From an optimization exercise on the open Yosys and OpenROAD flow, aimed at small area, a short achievable clock period and few clock cycles; shortcuts taken in it are not production practice. Function was checked by simulation only, so behaviour that the tests miss may differ from the original. Power figures rest on the tool's default switching activity, not on a simulated workload.

==> design/flow/design.v <==
module shdlc_rx (
    input  wire        clk,
    input  wire        rst,             
    input  wire        start,
    input  wire        start_nodata,    
    input  wire [7:0]  start_max_len,   
    input  wire        start_xcv,       
    input  wire [7:0]  start_tx_addr,
    input  wire [7:0]  start_tx_cmd,
    output wire        busy,
    input  wire        in_valid,
    input  wire [7:0]  in_data,
    input  wire        in_last,
    output wire        in_ready,
    output reg         pl_valid,
    output reg  [7:0]  pl_data,
    output reg         done,
    output reg  [15:0] status,
    output reg  [7:0]  rx_addr,
    output reg  [7:0]  rx_cmd,
    output reg  [7:0]  rx_state,
    output reg  [7:0]  rx_len
);
    localparam [15:0] ST_OK         = 16'h0000;
    localparam [15:0] ST_NODATA     = 16'hFFFF;   
    localparam [15:0] ST_MISS_START = 16'hFFFE;   
    localparam [15:0] ST_MISS_STOP  = 16'hFFFD;   
    localparam [15:0] ST_CHECKSUM   = 16'hFFFC;   
    localparam [15:0] ST_ENCODING   = 16'hFFFB;   
    localparam [15:0] ST_TOO_LONG   = 16'hFFF9;   
    localparam [15:0] ST_EXEC_FAIL  = 16'hFFF8;   
    localparam [15:0] ST_RESP_CMD   = 16'hFFF7;   
    localparam [15:0] ST_RESP_ADDR  = 16'hFFF6;   
    localparam [7:0] DELIM  = 8'h7E;
    localparam [7:0] ESCAPE = 8'h7D;
    localparam [2:0] S_IDLE  = 3'd0,
                     S_START = 3'd1,    
                     S_HDR   = 3'd2,    
                     S_PAY   = 3'd3,    
                     S_CSUM  = 3'd4,    
                     S_STOP  = 3'd5,    
                     S_DRAIN = 3'd6,    
                     S_DONE  = 3'd7;    
    reg [2:0]  state;
    reg [1:0]  hdr_cnt;
    reg [7:0]  pay_left;
    reg        esc;
    reg [7:0]  csum;
    reg [7:0]  max_len;
    reg        xcv;
    reg [7:0]  tx_addr;
    reg [7:0]  tx_cmd;
    reg [15:0] result;
    assign busy     = (state != S_IDLE);
    assign in_ready = (state != S_IDLE) && (state != S_DONE);
    wire       accept   = in_valid && in_ready;
    wire       data_pos = (state == S_HDR) || (state == S_PAY) || (state == S_CSUM);
    wire       esc_start = data_pos && !esc && (in_data == ESCAPE);
    wire [7:0] ubyte    = esc ? (in_data ^ 8'h20) : in_data;
    wire       have_byte = accept && data_pos && !esc_start;
    always @(posedge clk) begin
        if (rst) begin
            state    <= S_IDLE;
            done     <= 1'b0;
            pl_valid <= 1'b0;
            esc      <= 1'b0;
        end else begin
            done     <= 1'b0;
            pl_valid <= 1'b0;
            case (state)
                S_IDLE: begin
                    if (start) begin
                        max_len <= start_max_len;
                        xcv     <= start_xcv;
                        tx_addr <= start_tx_addr;
                        tx_cmd  <= start_tx_cmd;
                        esc     <= 1'b0;
                        csum    <= 8'h00;
                        hdr_cnt <= 2'd0;
                        if (start_nodata) begin
                            result <= ST_NODATA;
                            state  <= S_DONE;
                        end else begin
                            state  <= S_START;
                        end
                    end
                end
                S_START: begin
                    if (accept) begin
                        if (in_data != DELIM) begin
                            result <= ST_MISS_START;
                            state  <= in_last ? S_DONE : S_DRAIN;
                        end else if (in_last) begin
                            result <= ST_ENCODING;
                            state  <= S_DONE;
                        end else begin
                            state  <= S_HDR;
                        end
                    end
                end
                S_HDR, S_PAY, S_CSUM: begin
                    if (accept) begin
                        if (esc_start) begin
                            esc <= 1'b1;
                            if (in_last) begin
                                result <= ST_ENCODING;    
                                state  <= S_DONE;
                            end
                        end else begin
                            esc <= 1'b0;
                            if (state == S_HDR) begin
                                csum    <= csum + ubyte;
                                hdr_cnt <= hdr_cnt + 2'd1;
                                case (hdr_cnt)
                                    2'd0: rx_addr  <= ubyte;
                                    2'd1: rx_cmd   <= ubyte;
                                    2'd2: rx_state <= ubyte;
                                    default: rx_len <= ubyte;
                                endcase
                                if (hdr_cnt == 2'd3) begin
                                    pay_left <= ubyte;
                                    if (ubyte > max_len) begin
                                        result <= ST_TOO_LONG;
                                        state  <= in_last ? S_DONE : S_DRAIN;
                                    end else if (in_last) begin
                                        result <= ST_ENCODING;
                                        state  <= S_DONE;
                                    end else if (ubyte == 8'd0) begin
                                        state  <= S_CSUM;
                                    end else begin
                                        state  <= S_PAY;
                                    end
                                end else if (in_last) begin
                                    result <= ST_ENCODING;
                                    state  <= S_DONE;
                                end
                            end else if (state == S_PAY) begin
                                csum     <= csum + ubyte;
                                pay_left <= pay_left - 8'd1;
                                pl_valid <= 1'b1;
                                pl_data  <= ubyte;
                                if (in_last) begin
                                    result <= ST_ENCODING;
                                    state  <= S_DONE;
                                end else if (pay_left == 8'd1) begin
                                    state  <= S_CSUM;
                                end
                            end else begin
                                if (csum + ubyte != 8'hFF) begin
                                    result <= ST_CHECKSUM;
                                    state  <= in_last ? S_DONE : S_DRAIN;
                                end else if (in_last) begin
                                    result <= ST_MISS_STOP;
                                    state  <= S_DONE;
                                end else begin
                                    state  <= S_STOP;
                                end
                            end
                        end
                    end
                end
                S_STOP: begin
                    if (accept) begin
                        state <= in_last ? S_DONE : S_DRAIN;
                        if (in_data != DELIM)
                            result <= ST_MISS_STOP;
                        else if ((rx_state & 8'h7F) != 8'h00)
                            result <= ST_EXEC_FAIL;
                        else if (xcv && (rx_cmd != tx_cmd))
                            result <= ST_RESP_CMD;
                        else if (xcv && (rx_addr != tx_addr))
                            result <= ST_RESP_ADDR;
                        else
                            result <= ST_OK;
                    end
                end
                S_DRAIN: begin
                    if (accept && in_last)
                        state <= S_DONE;
                end
                default: begin   
                    done   <= 1'b1;
                    status <= result;
                    state  <= S_IDLE;
                end
            endcase
        end
    end
endmodule
==> design/flow/run.sh <==
#!/bin/bash
# synth_recipe.tcl (not shown) runs the flow's synth.tcl, then flattens the netlist and writes it again
# the make line also repeats each setting of config.mk as NAME=value (left out here)
make -C /OpenROAD-flow-scripts/flow DESIGN_CONFIG=/design/flow/config.mk WORK_HOME=/design/flow/orfs CLKGATE_MAP_FILE= SYNTH_SCRIPT=/design/flow/synth_recipe.tcl finish
==> design/flow/config.mk <==
export PLATFORM = sky130hd
export DESIGN_NAME = shdlc_rx
export DESIGN_NICKNAME = shdlc_rx
export VERILOG_FILES = /design/flow/design.v
export SDC_FILE = /design/flow/constraint.sdc
export NUM_CORES = 4
export LEC_CHECK = 0
export CAP_MARGIN = 20
export CORE_MARGIN = 2
export CORE_UTILIZATION = 40
export SLEW_MARGIN = 20
==> design/flow/constraint.sdc <==
create_clock -name core_clock -period 5.0 [get_ports {clk}]
set_input_delay 1.0000 -clock core_clock [delete_from_list [all_inputs] [get_ports {clk}]]
set_output_delay 1.0000 -clock core_clock [all_outputs]
set_load 0.01 [all_outputs]
==> impl_metrics.json <==
{
  "drc_errors": 0,
  "critPathSlowestCell": "nor3b_4",
  "critPathArrivalTime_ps": 3830,
  "synthTopCellsByCount": "edfxtp_1, nor2_1, o21ai_0, a21oi_1, nand2_1",
  "drtPass1Iterations": 6,
  "cp_top_family": "simple AND/OR/NAND/NOR gates",
  "die_h_um": 124,
  "synth.area.top_cells": "edfxtp_1, ha_1, o21ai_0",
  "cp-start-kind": "input pin",
  "synth_seq_area_share_pct": 62.3,
  "finalSetupViolCount": 0,
  "rows": 43,
  "core_area_um2": 13900,
  "syn-cell-area_um2": 5740,
  "p_sw_share_pct": 31.3,
  "syn_nets": 511,
  "grt-busiest-layer": "met2",
  "cts_tree": "yes",
  "cp_max_fo": 16,
  "p_int_mw": 2.55,
  "combPwrFrac_pct": 27.8,
  "post_drt_wl_per_cell_um": 17.7,
  "power.density_nw_per_um2": 489,
  "dieArea_um2": 15300,
  "synth_edf_count": 115,
  "worstMarginPinSlew_ps": 844,
  "p_switching_mw": 1.16,
  "fin_nets": 626,
  "p_clk_share_pct": 33.9,
  "area_delta_synth_final_pct": 32.4,
  "yosys_warnings": 1,
  "maxCapViolCount": 0,
  "gp_congestion": 0.826,
  "diodes": 0,
  "p_leak_nw": 2.60,
  "vdd_drop_max_mv": 0.274,
  "clk_root_buffer_cell": "clkbuf_16",
  "grt_use_met2_pct": 30.1,
  "final.min_clock_period_ps": 3790,
  "cts_max_path_buffers": 2,
  "ys.flop_type": "edfxtp_1",
  "drtIter0Drc": 384,
  "portBuffers": 98,
  "vias": 4058,
  "layout_worst_path_cycle_share_pct": 75.9,
  "die_x_um": 124,
  "synthCells": 450,
  "hold_buffers": 0,
  "fillers": 1148,
  "post_cts_buffers": 0,
  "final_core_util_pct": 54.5,
  "finalHoldWorstSlack_ps": 448,
  "use_met1_pct": 23.6,
  "clkSinkCount": 121,
  "slew_headroom_pct": 43.7,
  "cts.clk_slew.worst_paths_ps": 50,
  "hpwl_um": 9450,
  "drive_above_1_share_pct": 11.2,
  "htree_levels": 4,
  "pin_count": 99,
  "clk-insertion-delay-late_ps": 420,
  "route.antenna.remaining_nets": 0,
  "async_reset_ff_share_pct": 0,
  "grt_pass1_vias": 3967,
  "antenna_found_initial": 0,
  "path_buf_inv": 1,
  "grt_pass1_wl_um": 21100,
  "synth.distinct_cells": 66,
  "cts_buffers": 17,
  "status": "complete, no violations",
  "rsz0062_at_grt": "false",
  "max_stage_delay_ps": 690,
  "met3_usage_pct": 5.77,
  "ys_ff_latch": 121,
  "synth.most_common_cell": "edfxtp_1",
  "crit_path_end_kind": "flop",
  "grt.total_usage_pct": 18.7,
  "max_freq_ghz": 0.264,
  "drt-vias-per-instance": 5.35,
  "post_cts_resized": 0,
  "syn_area_per_cell_um2": 12.7,
  "wl_um": 13400,
  "seq_power_share_pct": 38.3,
  "critical_path.cell_chain": "clkdlybuf4s50_1, ha_1, fa_1, a211oi_1, o21bai_1, a21oi_1, xnor2_1, nand3_1, nor3b_4",
  "grt_max_degree": 26,
  "hold_viol_final": 0,
  "grt-ovfl-total": 0,
  "fin_skew_ps": 6.26,
  "crit_type": "in2reg",
  "synth_top_area_share_pct": 60.2,
  "finalMaxSlewViolations": 0,
  "setup_tns_ps": 0,
  "required_ps": 5040,
  "synth_top_cell_by_area": "edfxtp_1",
  "initial_core_util_pct": 41.2,
  "timing.hold.worst.class": "reg2reg"
}
[kinds of logic after synthesis]
logic type,Yosys count,share of synthesized area [%]
AND/OR/NAND/NOR,136,12.9
flip-flops,121,62.3
AO/OA/AOI/OAI,107,12.2
buffers and inverters,33,2.84
XOR/XNOR,29,4.43
adder cells (fa/ha/maj),22,4.93
multiplexers,2,0.349
[layer usage]
layer | wire, um | share of wire (%) | up-vias
met4 | 325 | 2.4 | 0
met3 | 846 | 6.3 | 24
met1 | 5860 | 44 | 1930
met5 | 0 | 0 | -
li1 | - | - | 1943
met2 | 6390 | 48 | 161
[layout by cell type, fill, tap and decap left out, types with 10 or more instances in the layout]
master / n
edfxtp_1: 115
clkdlybuf4s50_1: 98
nor2_1: 37
o21ai_0: 30
a21oi_1: 26
nand2_1: 23
ha_1: 21
xnor2_1: 17
clkbuf_16: 17
inv_1: 16
nand3_1: 15
buf_4: 14
xor2_1: 12
and2_1: 10
nor3_1: 10
[final timing paths]
path                                             from                    to  slack [ps]  cells past startpoint
worst max-delay path                       in_data[0]  result[11]$_DFFE_PP_        1210                      9
worst min-delay path             result[15]$_DFFE_PP_  status[15]$_DFFE_PP_         450                      0
worst max register to register  state[2]$_SDFFE_PP0P_  result[11]$_DFFE_PP_        1880                      6
worst min register to register   result[15]$_DFFE_PP_  status[15]$_DFFE_PP_         450                      0
[worst register-to-register path, delay by kind of cell (launching register included)]
kind,cells,cell delay [ps]
and+or+nand+nor,4,1360
DFF,1,810
AOI/OAI and AO/OA,1,340
buffers and inverters,1,220
[area by class of cell]
type / count / area, um^2 / area share, %
clock buffers: 19 / 433 / 5.70
clock inverters: 13 / 176 / 2.32
inverters: 17 / 63.8 / 0.841
multi-input cells: 296 / 2030 / 26.8
flip-flops and latches: 121 / 3570 / 47.1
well taps: 180 / 225 / 2.97
repair buffers: 112 / 1090 / 14.3
[state kept, by name (all words and copies together), names as in the netlist, 2 cells and up]
name,count
rx_len,8
pay_left,8
rx_cmd,8
rx_state,8
tx_addr,8
pl_data,8
state,3
max_len,8
hdr_cnt,2
rx_addr,8
result,16
status,16
csum,8
tx_cmd,8
[power by group through the flow]
stage	logic, mW	clock network (mW)	registers [mW]
6_report	1.03	1.26	1.42
4_1_cts	1.02	1.29	1.42
2_1_floorplan	0.787	0	1.38
5_1_grt	1.15	1.33	1.44
3_5_place_dp	1.01	0	1.44
3_3_place_gp	0.986	0	1.44
[per-stage QoR]
step                setup slack [ps]  cells  power [mW]  instance area [um^2]
floorplan                        889    450        2.17                  5740
global placement                 578    726        2.42                  6970
detailed placement               790    726        2.45                  6970
CTS                             1220    758        3.73                  7580
global route                     915    758        3.92                  7590
finish                          1210    758        3.71                  7590
Testbench counts, summed over its fixed seeds: cycles 66,714.

-- separate check: timing with driven ports --
Ports are ideal in the flow. The routed layout listed here was re-timed in OpenROAD. Step 1 (the two cells are an assumption about what drives the block):
set clk [get_ports {clk}]
set_driving_cell -lib_cell sky130_fd_sc_hd__clkbuf_16 $clk
set_driving_cell -lib_cell sky130_fd_sc_hd__buf_2 [delete_from_list [all_inputs] $clk]
Step 2 adds t to the input delays and takes it off the output delays; t is the mean of the earliest and latest rising clock arrival at the registers after step 1. Input paths then give back, and output paths get back, about the clock's delay inside the block. a / b / c = no drivers / after step 1 / after step 2; a / b = the first two.
t, ns: 0.450
setup slack, ns: 1.205 / 1.220 / 0.771
clock arrival spread, ns: 0.007 / 0.007
cell pins on the clock port's net: 1
After both steps this run still meets setup and hold. For this run, drivers alone change the setup slack by +0.015 ns; drivers and shift together by -0.434 ns.
